This design comes from an exercise in tuning for small area, a short achievable clock period and few clock cycles on the open sky130 flow, not from production work.
For this run, only the layout was checked, not whether the RTL still works.
Power and IR drop assume default switching activity.

## run.sh

```bash
#!/bin/bash
# synth_recipe.tcl (not shown) runs the flow's synth.tcl, then flattens the netlist and writes it again
# the make line also repeats each setting of config.mk as NAME=value (left out here)
make -C /OpenROAD-flow-scripts/flow DESIGN_CONFIG=/design/flow/config.mk WORK_HOME=/design/flow/orfs CLKGATE_MAP_FILE= SYNTH_SCRIPT=/design/flow/synth_recipe.tcl finish
```

## design.v

```verilog
module csb (
    input  wire        clk,
    input  wire        rst,                
    input  wire        lockstep_strict,    
    input  wire        req_valid,
    output wire        req_ready,
    input  wire [31:0] req_word,
    output reg         rsp_valid,
    output reg  [2:0]  rsp_code,
    output reg  [15:0] rsp_data,
    output reg         mem_valid,
    output reg         mem_we,
    output wire [1:0]  mem_dev,
    output reg  [15:0] mem_addr,
    output wire [7:0]  mem_wdata,
    input  wire        mem_ready,
    input  wire [7:0]  mem_rdata,
    output wire        ntf_valid,
    output wire [1:0]  ntf_ext,
    output wire [4:0]  ntf_kind,
    output wire        ntf_level,
    output wire        log_valid,
    output wire [1:0]  log_inst,
    output wire [4:0]  log_kind,
    output wire        log_level
);
    localparam [17:0] TOD_RELOAD = 18'd160000;
    localparam [17:0] TOD_MID    = 18'd80000;
    localparam [4:0] K_IRQ  = 5'd1;
    localparam [4:0] K_NMI  = 5'd2;
    localparam [4:0] K_RDY  = 5'd3;
    localparam [4:0] K_BA   = 5'd5;
    localparam [4:0] K_CNT  = 5'd7;
    localparam [4:0] K_TOD  = 5'd8;
    localparam [4:0] K_FLAG = 5'd9;
    localparam [4:0] K_DMA  = 5'd17;
    localparam [5:0] OP_ANNOUNCE = 6'h01, OP_WAIT    = 6'h02, OP_RELEASE = 6'h03,
                     OP_ALLFIN   = 6'h04, OP_START   = 6'h08, OP_STOP    = 6'h09,
                     OP_TICK     = 6'h0A, OP_SETRATE = 6'h0B, OP_GETRATE = 6'h0C,
                     OP_TODREG   = 6'h0D, OP_STORE   = 6'h10, OP_LOAD    = 6'h11,
                     OP_ISINIT   = 6'h12, OP_SETCPU  = 6'h13, OP_SETVIC  = 6'h14,
                     OP_SETCOLOR = 6'h15, OP_CTR_WLO = 6'h18, OP_CTR_WHI = 6'h19,
                     OP_CTR_DEC  = 6'h1A, OP_CTR_CLK = 6'h1B, OP_CTR_ZERO= 6'h1C,
                     OP_CTR_READ = 6'h1D, OP_FF_SET  = 6'h20, OP_FF_RST  = 6'h21,
                     OP_FF_INV   = 6'h22, OP_FF_GET  = 6'h23, OP_DFF_SET = 6'h28,
                     OP_DFF_RST  = 6'h29, OP_DFF_INV = 6'h2A, OP_DFF_CLK = 6'h2B,
                     OP_DFF_GET  = 6'h2C, OP_AND_NTF = 6'h30, OP_WAND_SET= 6'h38,
                     OP_WAND_GET = 6'h39;
    function [2:0] static_code;
        input [31:0] wd;
        reg   [25:0] mask;
        reg          lg;
        reg   [7:0]  ins;
        begin
            lg   = 1'b1;
            mask = 26'h0;
            case (wd[31:26])
                OP_ANNOUNCE, OP_WAIT:                         mask = 26'h003FFFF;
                OP_RELEASE, OP_ALLFIN, OP_START, OP_STOP,
                OP_TICK, OP_GETRATE, OP_ISINIT:               mask = 26'h3FFFFFF;
                OP_SETRATE, OP_SETCPU:                        mask = 26'h3FF0000;
                OP_TODREG, OP_SETVIC, OP_SETCOLOR:            mask = 26'h3FFFF00;
                OP_STORE:                                     mask = 26'h0000000;
                OP_LOAD:                                      mask = 26'h0FF0000;
                OP_CTR_WLO, OP_CTR_WHI:                       mask = 26'h003FF00;
                OP_CTR_DEC:                                   mask = 26'h003FFFE;
                OP_CTR_CLK, OP_CTR_ZERO, OP_CTR_READ,
                OP_FF_SET, OP_FF_RST, OP_FF_INV, OP_FF_GET,
                OP_DFF_SET, OP_DFF_RST, OP_DFF_INV, OP_DFF_CLK,
                OP_DFF_GET, OP_WAND_GET:                      mask = 26'h003FFFF;
                OP_AND_NTF:                                   mask = 26'h003E0FE;
                OP_WAND_SET:                                  mask = 26'h003FEFE;
                default:                                      lg = 1'b0;
            endcase
            ins = wd[25:18];
            static_code = 3'd0;
            if (!lg || (wd[25:0] & mask) != 26'd0)
                static_code = 3'd1;
            else case (wd[31:26])
                OP_ANNOUNCE, OP_WAIT:
                    if (ins >= 8'd16) static_code = 3'd2;
                OP_TODREG:
                    if (wd[7:0] > 8'd5) static_code = 3'd4;
                OP_SETCPU:
                    if (!(wd[15:8] == 8'd0 || wd[15:8] == 8'd2) ||
                        !(wd[7:0] == 8'd1 || wd[7:0] == 8'd3)) static_code = 3'd4;
                OP_SETVIC:
                    if (!(wd[7:0] == 8'd0 || wd[7:0] == 8'd2)) static_code = 3'd4;
                OP_SETCOLOR:
                    if (wd[7:0] != 8'd0) static_code = 3'd4;
                OP_CTR_WLO, OP_CTR_WHI, OP_CTR_DEC, OP_CTR_CLK, OP_CTR_ZERO, OP_CTR_READ,
                OP_WAND_SET, OP_WAND_GET:
                    if (ins >= 8'd8) static_code = 3'd3;
                OP_FF_SET, OP_FF_RST, OP_FF_INV, OP_FF_GET,
                OP_DFF_SET, OP_DFF_RST, OP_DFF_INV, OP_DFF_CLK, OP_DFF_GET:
                    if (ins >= 8'd16) static_code = 3'd3;
                OP_AND_NTF:
                    if (ins >= 8'd4) static_code = 3'd3;
                default: ;
            endcase
        end
    endfunction
    reg [15:0] bar_expected;
    reg [15:0] bar_pending;
    reg [15:0] bar_blocked;
    reg [14:0] clk_rate;          
    reg        clk_running;
    reg [17:0] clk_tod;
    reg [2:0]  clk_targets;       
    reg [7:0]  bus_prev;          
    reg        cpu_rd2, cpu_wr3, vic_rd2;    
    reg        cpu_set, vic_set, color_set;
    reg [15:0] ctr_counter [0:7];
    reg [15:0] ctr_latch   [0:7];
    reg [7:0]  ctr_dec;
    reg [15:0] ff_state;
    reg [15:0] dff_in;
    reg [15:0] dff_out;
    reg [3:0]  and_in1, and_in2;
    reg [7:0]  wand_l1, wand_l2;
    wire bus_init = cpu_set & vic_set & color_set;
    reg        wv;                
    reg [31:0] w;
    reg [2:0]  w_sc;              
    reg        w_acc;             
    reg        m_vic;             
    reg        m_col;             
    reg        round_busy;        
    reg [1:0]  round_n;
    reg        round_lvl;
    reg        ev_ntf, ev_log;
    reg [1:0]  ev_idx;
    reg [4:0]  ev_kind;
    reg        ev_lvl;
    assign ntf_valid = ev_ntf;
    assign ntf_ext   = ev_idx;
    assign ntf_kind  = ev_kind;
    assign ntf_level = ev_lvl;
    assign log_valid = ev_log;
    assign log_inst  = ev_idx;
    assign log_kind  = ev_kind;
    assign log_level = ev_lvl;
    assign mem_wdata = bus_prev;
    assign mem_dev   = m_col ? 2'd2 :
                       {1'b0, mem_addr[15:12] == 4'hD &&
                              (mem_we ? cpu_wr3 : (m_vic ? vic_rd2 : cpu_rd2))};
    wire m_first   = m_vic & ~m_col;                      
    wire m_done    = mem_valid & mem_ready & ~m_first;    
    wire mem_free  = ~mem_valid | m_done;
    assign req_ready = ~wv | (~w_acc & ~mem_valid & ~round_busy);
    wire   acc       = req_valid & req_ready;
    wire exec   = wv & ~w_acc & ~mem_valid & ~round_busy;
    wire iss_w  = wv & w_acc & mem_free & ~round_busy;
    wire [5:0]  opc    = w[31:26];
    wire [3:0]  inst   = w[21:18];
    wire        view   = w[25];
    wire        aec    = w[24];
    wire [7:0]  value  = w[23:16];
    wire [7:0]  byte_v = w[7:0];
    wire [4:0]  kind   = w[12:8];
    wire        level  = w[0];
    wire        line   = w[8];
    wire ok_s   = (w_sc == 3'd0);
    wire is_bar = (opc == OP_ANNOUNCE) | (opc == OP_WAIT);
    wire blk    = is_bar & bar_blocked[inst];
    wire is_mem = (opc == OP_STORE) | (opc == OP_LOAD);
    wire fault  = is_mem & ~bus_init;
    wire do_op  = exec & ok_s & ~blk & ~fault;
    function do_is;
        input [5:0] o;
        do_is = do_op && (opc == o);
    endfunction
    wire set_cpu = do_is(OP_SETCPU);
    wire set_vic = do_is(OP_SETVIC);
    wire set_col = do_is(OP_SETCOLOR);
    wire cpu_rd2_n = set_cpu ? w[9] : cpu_rd2;
    wire cpu_wr3_n = set_cpu ? w[1] : cpu_wr3;
    wire vic_rd2_n = set_vic ? w[1] : vic_rd2;
    wire bus_init_n = (cpu_set | set_cpu) & (vic_set | set_vic) & (color_set | set_col);
    function is_access;
        input [31:0] wd;
        is_access = (wd[31:26] == OP_STORE && !wd[25] && wd[24]) ||
                    (wd[31:26] == OP_LOAD && wd[23:16] == 8'd0 && (wd[25] ^ wd[24]));
    endfunction
    wire in_acc  = is_access(req_word) & bus_init_n;
    wire round_start;
    wire iss_in  = acc & in_acc & mem_free & ~round_busy & ~round_start;
    wire issue   = iss_in | iss_w;
    wire [31:0] iw = iss_w ? w : req_word;        
    wire [15:0] cs     = ctr_counter[inst[2:0]];
    wire [15:0] cs_dec = cs - 16'd1;
    wire pend_zero = (bar_pending == 16'd0);
    wire tick_en   = do_is(OP_TICK) & clk_running & (~lockstep_strict | pend_zero);
    wire tod_zero  = (clk_tod == 18'd1);
    wire tod_mid   = (clk_tod == TOD_MID + 18'd1);
    wire tod_edge  = tick_en & (tod_zero | tod_mid);
    wire edge_lvl  = tod_zero;
    function [1:0] tgt_len;
        input [2:0] id;
        case (id)
            3'd1: tgt_len = 2'd1;
            3'd2, 3'd3, 3'd5: tgt_len = 2'd2;
            3'd4: tgt_len = 2'd3;
            default: tgt_len = 2'd0;
        endcase
    endfunction
    function [9:0] round_ev;
        input [2:0] id;
        input [1:0] n;
        input       l;
        reg   [2:0] r;     
        begin
            case ({id, n})
                {3'd1, 2'd0}: r = 3'b000;
                {3'd2, 2'd0}: r = 3'b100;
                {3'd2, 2'd1}: r = 3'b001;
                {3'd3, 2'd0}: r = 3'b000;
                {3'd3, 2'd1}: r = 3'b001;
                {3'd4, 2'd0}: r = 3'b111;
                {3'd4, 2'd1}: r = 3'b100;
                {3'd4, 2'd2}: r = 3'b011;
                default:      r = 3'b101;    
            endcase
            case (r)
                3'b100:  round_ev = {2'b10, 2'd0, K_FLAG, l & and_in2[0]};
                3'b111:  round_ev = {2'b10, 2'd2, K_IRQ, l & and_in2[3] & and_in2[2]};
                3'b101:  round_ev = {2'b01, 2'd1, K_TOD, l};
                default: round_ev = {2'b10, r[1:0], K_TOD, l};
            endcase
        end
    endfunction
    assign round_start = tod_edge & (tgt_len(clk_targets) > 2'd1);
    reg [3:0] an_in1, an_in2;    
    reg [9:0] an_ev;
    always @(*) begin
        an_in1 = and_in1;
        an_in2 = and_in2;
        an_ev  = {2'b01, inst[1:0], kind, level};
        case (inst[1:0])
            2'd0: begin
                if (kind == K_TOD) an_in1[0] = level;
                else if (kind == K_CNT) an_in2[0] = level;
                if (kind == K_TOD || kind == K_CNT)
                    an_ev = {2'b10, 2'd0, K_FLAG, an_in1[0] & an_in2[0]};
            end
            2'd1: begin
                if (kind == K_IRQ) an_in1[1] = level;
                else if (kind == K_NMI) an_in2[1] = level;
                if (kind == K_IRQ || kind == K_NMI) begin
                    an_in2[0] = an_in1[1] & an_in2[1];
                    an_ev = {2'b10, 2'd0, K_FLAG, an_in1[0] & an_in2[0]};
                end
            end
            2'd2: begin
                if (kind == K_RDY) an_in1[2] = level;
                else if (kind == K_BA) an_in2[2] = level;
                if (kind == K_RDY || kind == K_BA)
                    an_ev = {2'b10, 2'd2, K_IRQ, an_in1[2] & an_in2[2]};
            end
            default: begin
                if (kind == K_TOD) an_in1[3] = level;
                else if (kind == K_DMA) an_in2[3] = level;
                if (kind == K_TOD || kind == K_DMA) begin
                    an_in1[2] = an_in1[3] & an_in2[3];
                    an_ev = {2'b10, 2'd2, K_IRQ, an_in1[2] & an_in2[2]};
                end
            end
        endcase
    end
    reg [15:0] ex_data;
    always @(*) begin
        ex_data = 16'd0;
        case (opc)
            OP_ALLFIN:   ex_data = {15'd0, pend_zero};
            OP_GETRATE:  ex_data = {1'b0, clk_rate};
            OP_LOAD:     ex_data = view ? {4'd0, bus_prev[3:0], 8'hFF} : 16'h00FF;
            OP_ISINIT:   ex_data = {15'd0, bus_init};
            OP_CTR_ZERO: ex_data = {15'd0, cs == 16'd0};
            OP_CTR_READ: ex_data = cs;
            OP_FF_GET:   ex_data = {15'd0, ff_state[inst]};
            OP_DFF_GET:  ex_data = {15'd0, dff_out[inst]};
            OP_WAND_GET: ex_data = {15'd0, wand_l1[inst[2:0]] & wand_l2[inst[2:0]]};
            default: ;
        endcase
    end
    wire [2:0] ex_code = !ok_s ? w_sc : blk ? 3'd5 : fault ? 3'd6 : 3'd0;
    genvar g;
    generate
        for (g = 0; g < 8; g = g + 1) begin : g_ctr
            wire sel = (inst[2:0] == g);
            always @(posedge clk) begin
                if (rst) begin
                    ctr_counter[g] <= 16'h0000;
                    ctr_latch[g]   <= 16'hFFFF;
                    ctr_dec[g]     <= 1'b0;
                end else if (sel) begin
                    if (do_is(OP_CTR_WLO)) ctr_latch[g][7:0] <= byte_v;
                    if (do_is(OP_CTR_WHI)) begin
                        ctr_latch[g][15:8] <= byte_v;
                        if (!ctr_dec[g]) ctr_counter[g] <= {byte_v, ctr_latch[g][7:0]};
                    end
                    if (do_is(OP_CTR_DEC)) ctr_dec[g] <= w[0];
                    if (do_is(OP_CTR_CLK) && ctr_dec[g]) ctr_counter[g] <= cs_dec;
                end
            end
        end
        for (g = 0; g < 16; g = g + 1) begin : g_ff
            wire sel = (inst == g);
            always @(posedge clk) begin
                if (rst) begin
                    ff_state[g] <= 1'b0;
                    dff_in[g]   <= 1'b0;
                    dff_out[g]  <= 1'b0;
                    bar_blocked[g] <= 1'b0;
                end else begin
                    if (sel && do_is(OP_FF_SET)) ff_state[g] <= 1'b1;
                    if (sel && do_is(OP_FF_RST)) ff_state[g] <= 1'b0;
                    if (sel && do_is(OP_FF_INV)) ff_state[g] <= ~ff_state[g];
                    if (sel && do_is(OP_DFF_SET)) dff_in[g] <= 1'b1;
                    if (sel && do_is(OP_DFF_RST)) dff_in[g] <= 1'b0;
                    if (sel && do_is(OP_DFF_INV)) dff_in[g] <= ~dff_in[g];
                    if (sel && do_is(OP_DFF_CLK)) dff_out[g] <= dff_in[g];
                    if (do_is(OP_RELEASE) || tick_en) bar_blocked[g] <= 1'b0;
                    else if (sel && do_is(OP_WAIT)) bar_blocked[g] <= 1'b1;
                end
            end
        end
        for (g = 0; g < 8; g = g + 1) begin : g_wand
            wire sel = (inst[2:0] == g) && do_is(OP_WAND_SET);
            always @(posedge clk) begin
                if (rst) begin
                    wand_l1[g] <= 1'b1;
                    wand_l2[g] <= 1'b1;
                end else if (sel) begin
                    if (!line) wand_l1[g] <= level;
                    else       wand_l2[g] <= level;
                end
            end
        end
    endgenerate
    wire [1:0] tlen = tgt_len(clk_targets);
    always @(posedge clk) begin
        if (acc) begin
            w    <= req_word;
            w_sc <= static_code(req_word);
        end
        if (mem_free) begin
            mem_addr <= iw[15:0];
            mem_we   <= (iw[31:26] == OP_STORE);
            m_vic    <= iw[25];
            m_col    <= 1'b0;
        end else if (mem_ready && m_first)
            m_col    <= 1'b1;
        rsp_code <= mem_valid ? 3'd0 : ex_code;
        rsp_data <= !mem_valid ? (ok_s & ~blk & ~fault ? ex_data : 16'd0) :
                    mem_we     ? 16'd0 :
                    m_col      ? {4'd0, mem_rdata[3:0], bus_prev} :
                                 {8'd0, mem_rdata};
        if (exec && do_is(OP_AND_NTF))
            {ev_idx, ev_kind, ev_lvl} <= an_ev[7:0];
        else if (round_busy)
            {ev_idx, ev_kind, ev_lvl} <= round_ev(clk_targets, round_n, round_lvl);
        else
            {ev_idx, ev_kind, ev_lvl} <= round_ev(clk_targets, 2'd0, edge_lvl);
        if (rst) begin
            wv          <= 1'b0;
            w_acc       <= 1'b0;
            mem_valid   <= 1'b0;
            rsp_valid   <= 1'b0;
            ev_ntf      <= 1'b0;
            ev_log      <= 1'b0;
            round_busy  <= 1'b0;
            round_n     <= 2'd0;
            round_lvl   <= 1'b0;
            bar_expected <= 16'd0;
            bar_pending  <= 16'd0;
            clk_rate     <= 15'h0100;
            clk_running  <= 1'b0;
            clk_tod      <= TOD_RELOAD;
            clk_targets  <= 3'd0;
            bus_prev     <= 8'h00;
            cpu_rd2      <= 1'b0;
            cpu_wr3      <= 1'b0;
            vic_rd2      <= 1'b0;
            cpu_set      <= 1'b0;
            vic_set      <= 1'b0;
            color_set    <= 1'b0;
            and_in1      <= 4'hF;
            and_in2      <= 4'hF;
        end else begin
            if (acc) begin
                wv    <= ~iss_in;
                w_acc <= in_acc;
            end else if (exec | iss_w)
                wv    <= 1'b0;
            if (issue)
                mem_valid <= 1'b1;
            else if (m_done)
                mem_valid <= 1'b0;
            if (issue && iw[31:26] == OP_STORE)
                bus_prev <= iw[23:16];
            else if (mem_valid && mem_ready && !mem_we && !m_col)
                bus_prev <= mem_rdata;
            rsp_valid <= m_done | (exec & ~tod_edge) | (exec & tod_edge & (tlen < 2'd2)) |
                         (round_busy & (round_n + 2'd1 == tlen));
            ev_ntf <= 1'b0;
            ev_log <= 1'b0;
            if (exec && do_is(OP_AND_NTF)) begin
                ev_ntf <= an_ev[9];
                ev_log <= an_ev[8];
                and_in1 <= an_in1;
                and_in2 <= an_in2;
            end else if (round_busy) begin
                {ev_ntf, ev_log} <= round_ev(clk_targets, round_n, round_lvl) >> 8;
                round_n <= round_n + 2'd1;
                if (round_n + 2'd1 == tlen)
                    round_busy <= 1'b0;
            end else if (tod_edge && tlen != 2'd0) begin
                {ev_ntf, ev_log} <= round_ev(clk_targets, 2'd0, edge_lvl) >> 8;
                round_busy <= round_start;
                round_n    <= 2'd1;
                round_lvl  <= edge_lvl;
                if (clk_targets == 3'd2)
                    and_in1[0] <= edge_lvl;
                if (clk_targets == 3'd4) begin
                    and_in1[0] <= edge_lvl;
                    and_in1[3] <= edge_lvl;
                    and_in1[2] <= edge_lvl & and_in2[3];
                end
            end
            if (do_is(OP_ANNOUNCE))
                bar_expected <= bar_expected + 16'd1;
            if (do_is(OP_RELEASE) || tick_en)
                bar_pending <= bar_expected;
            else if (do_is(OP_WAIT) && !pend_zero)
                bar_pending <= bar_pending - 16'd1;
            if (do_is(OP_START)) clk_running <= 1'b1;
            if (do_is(OP_STOP))  clk_running <= 1'b0;
            if (tick_en)
                clk_tod <= tod_zero ? TOD_RELOAD : clk_tod - 18'd1;
            if (do_is(OP_SETRATE))
                clk_rate <= w[15] ? 15'h0100 : w[14:0];
            if (do_is(OP_TODREG))
                clk_targets <= w[2:0];
            if (set_cpu) begin
                cpu_rd2 <= w[9];
                cpu_wr3 <= w[1];
                cpu_set <= 1'b1;
            end
            if (set_vic) begin
                vic_rd2 <= w[1];
                vic_set <= 1'b1;
            end
            if (set_col)
                color_set <= 1'b1;
        end
    end
endmodule
```

## constraint.sdc

```tcl
create_clock -name core_clock -period 7.0 [get_ports {clk}]
set_input_delay 1.4000 -clock core_clock [delete_from_list [all_inputs] [get_ports {clk}]]
set_output_delay 1.4000 -clock core_clock [all_outputs]
set_load 0.01 [all_outputs]
```

## config.mk

```make
export PLATFORM = sky130hd
export DESIGN_NAME = csb
export DESIGN_NICKNAME = csb
export VERILOG_FILES = /design/flow/design.v
export SDC_FILE = /design/flow/constraint.sdc
export NUM_CORES = 4
export LEC_CHECK = 0
export CAP_MARGIN = 20
export CORE_MARGIN = 2
export CORE_UTILIZATION = 40
export PLACE_DENSITY = 0.6
export SLEW_MARGIN = 20
```

==> impl_metrics.csv <==
group,metric,value,unit
critical_path,worstSetupEndpointType,"flop",
synth,syn_avg_cell_area,8.17,µm²
floorplanning,coreArea,0.0564,mm²
place,hpwl,53.2,mm
cts,cts.path.max_buffers,3,
power_and_ir_drop,cellLeakagePower,9.40,nW
synth,synth_edf_count,52,
synth,yosysTopAreaCell,"dfxtp_1",
cts,cts_root_buf,"clkbuf_16",
drt,drt_wl_total,78.1,mm
floorplanning,die_x,243,µm
synth,syn_area,0.0228,mm²
cts,h-tree-depth,2,
place,gp_congestion,0.937,
sta,tns,0,ns
cts,cts_buffers,51,
sta,fmax,204,MHz
sta,fin_skew,0.0294,ns
grt,grt_pass1_vias,19800,
finish,multiInputGateArea,0.0121,mm²
sta,setup_viol,0,
cts,cts.sinks,461,
synth,synth_seq_area_share,42.8,%
sta,period_needed,4.89,ns
outcome,outcome,"no timing/DRC/antenna violations",
synth,synth_top_area_share,35.9,%
floorplanning,fp.dieH,243,µm
floorplanning,start_util,40.4,%
synth,yosysWarnings,3,
synth,ys.flop_type,"dfxtp_1",
finish,regArea,0.00975,mm²
synth,synthCells,2790,
grt,grt_max_degree,112,
drt,route.detailed.drc,0,
sta,relSlewSlack,18.6,%
floorplanning,std_cell_rows,87,
critical_path,crit_fanout,47,
floorplanning,ios,112,
finish,layout-drive-gt1-share,6.34,%
grt,globalRouteOverflowTotal,0,
finish,syn2layout_area_growth,14.4,%
sta,finalCritPeriodShare,69.9,%
floorplanning,die_area,0.0589,mm²
grt,antenna_found_initial,2,
drt,via_per_inst,5.98,
finish,fin_util,46.2,%
run,drv_cap,0,
place,io_buffers,111,
finish,fillers,5504,
cts,clk_latency,0.62,ns
critical_path,cp.required,7.45,ns
grt,grt_usage,25.6,%
sta,worst_pin_slew,1.22,ns
critical_path,cp-start-kind,"flop",
critical_path,critPathArrivalTime,5.34,ns
hold_path,min-delay-path-class,"flop to flop",
drt,wire_per_inst,21.8,µm
drt,vias,21400,
synth,syn_nets,2848,
drt,drtPass1Iterations,6,
sta,rsz0062_at_grt,"no",
power_and_ir_drop,vdd_drop_max,0.000185,V
synth,synth-seq-cells,461,
finish,final_cell_mix,"nand2_1 (434), dfxtp_1 (409), nor2_1 (299)",
cts,postCtsHoldBufs,0,
cts,clk_pin_slew_worst_paths,0.06,ns
synth,ys_top_cells_by_area,"dfxtp_1 (36%), nand2_1 (7.2%), edfxtp_1 (6.9%), mux2i_1 (5.8%), a21oi_1 (5.5%)",
cts,postCtsSetupBuffers,0,
finish,diodes,0,
grt,grt_pass1_wl,120,mm
critical_path,critPathKind,"flop to flop",
drt,first_iter_violations,2023,
cts,cts_tree,"yes",
sta,final_max_slew_viol_count,0,
finish,layout.nets,2841,
cts,cts_resized,0,
drt,antenna_left,0,
finish,layout_commonest_cell,"nand2_1",
sta,finalHoldViolCount,0,
power_and_ir_drop,power_density,227,mW/mm²
synth,synth.distinct_cells,86,
synth,async_flop_share,0,%
[cell usage after synthesis, types with 34 or more instances]
library cell and instances:
a21oi_1 250, edfxtp_1 52, clkbuf_1 163, nor2_1 300, a311oi_1 34, dfxtp_1 409
nand3_1 109, o21ai_0 194, inv_1 40, nand2_1 434, nor3_1 63, mux2i_1 133
xnor2_1 37
[cell families after synthesis]
logic type	after synthesis	share of synthesized area (%)
AO/OA/AOI/OAI	710	19.2
XOR/XNOR	56	2.15
adder cells (fa/ha/maj)	13	0.714
buffers and inverters	249	4.40
flip-flops	461	42.8
multiplexers	158	7.87
AND/OR/NAND/NOR	1143	22.9
[state kept, by name (all words and copies together) (netlist names), 18 cells and up]
name         count
ctr_latch       64
clk_tod         18
w               31
ctr_counter    128
[final timing paths]
kind / startpoint / to / slack, ns / cells past startpoint
worst min register to register: ctr_counter[5][9] / ctr_counter[5][9] / 0.45 / 2
worst min-delay path: ctr_counter[5][9] / ctr_counter[5][9] / 0.45 / 2
worst max-delay path: w[19] / ctr_counter[1][6] / 2.11 / 13
worst max register to register: w[19] / ctr_counter[1][6] / 2.11 / 13
[critical path: stages, from the launching register on]
cell      delay, ns
edfxtp_1       0.32
buf_4          0.30
buf_4          0.66
nor2b_1        0.70
a221oi_1       0.20
o22a_1         0.41
inv_1          0.22
ha_1           0.23
nand2_1        0.06
nor4b_1        0.50
xor2_1         0.61
o21ai_0        0.23
mux2i_1        0.20
nor2_1         0.06
[cell type report]
type                            instances  share of cell area, %
Clock buffer                           69                   5.63
Clock inverter                         26                   1.09
Inverter                               41                  0.591
Multi-Input combinational cell       2080                   46.3
Sequential cell                       461                   37.4
Tap cell                              756                   3.63
Timing Repair Buffer                  148                   5.34
[per-stage QoR]
step | power (mW) | area (µm²) | std cells | setup WS, ns | hold WS [ns]
3_5_place_dp | 3.15 | 24300 | 3485 | 2.25 | 0.438
2_1_floorplan | 2.98 | 22800 | 2790 | 2.41 | 0.416
5_1_grt | 6.09 | 26100 | 3581 | 1.82 | 0.461
3_3_place_gp | 3.14 | 24300 | 3485 | 2.21 | 0.437
4_1_cts | 5.94 | 26000 | 3580 | 2.21 | 0.452
6_report | 5.92 | 26100 | 3581 | 2.11 | 0.451
[layer usage]
layer / GRT usage [%] / part of all wire (%) / vias to the layer above
li1: - / - / 9924
met1: 35.3 / 44 / 10300
met2: 40.7 / 45 / 988
met3: 4.60 / 8.5 / 151
met4: 8.03 / 3.0 / 0
met5: 0 / 0 / -
[report_power, final]
group,leakage [nW],internal [mW],switching (mW)
registers,3.82,2.69,0.0320
logic,4.71,0.111,0.270
clock network,0.868,1.66,1.16

## re-timing with driven ports
The results above use ideal ports. As a check the final layout listed here was re-extracted and re-timed, cells and wires unchanged. Step 1 assumes that a clkbuf_16 drives the clock port and a buf_2 every other input. Step 2, shift: input delay + t, output delay - t, t = (earliest + latest rising clock arrival at the registers) / 2. This alone moves slack from input paths to output paths. Three values: no drivers, after step 1, after step 2; two values: the first two.
t (ns): 0.663
setup WS [ns]: 2.106 / 2.106 / 2.106
worst setup path after step 2: register to register
cell pins on the clock port's net: 1
After both steps setup and hold are still met in this run. For this run, drivers alone change the setup slack by 0.000 ns; drivers and shift together by 0.000 ns.
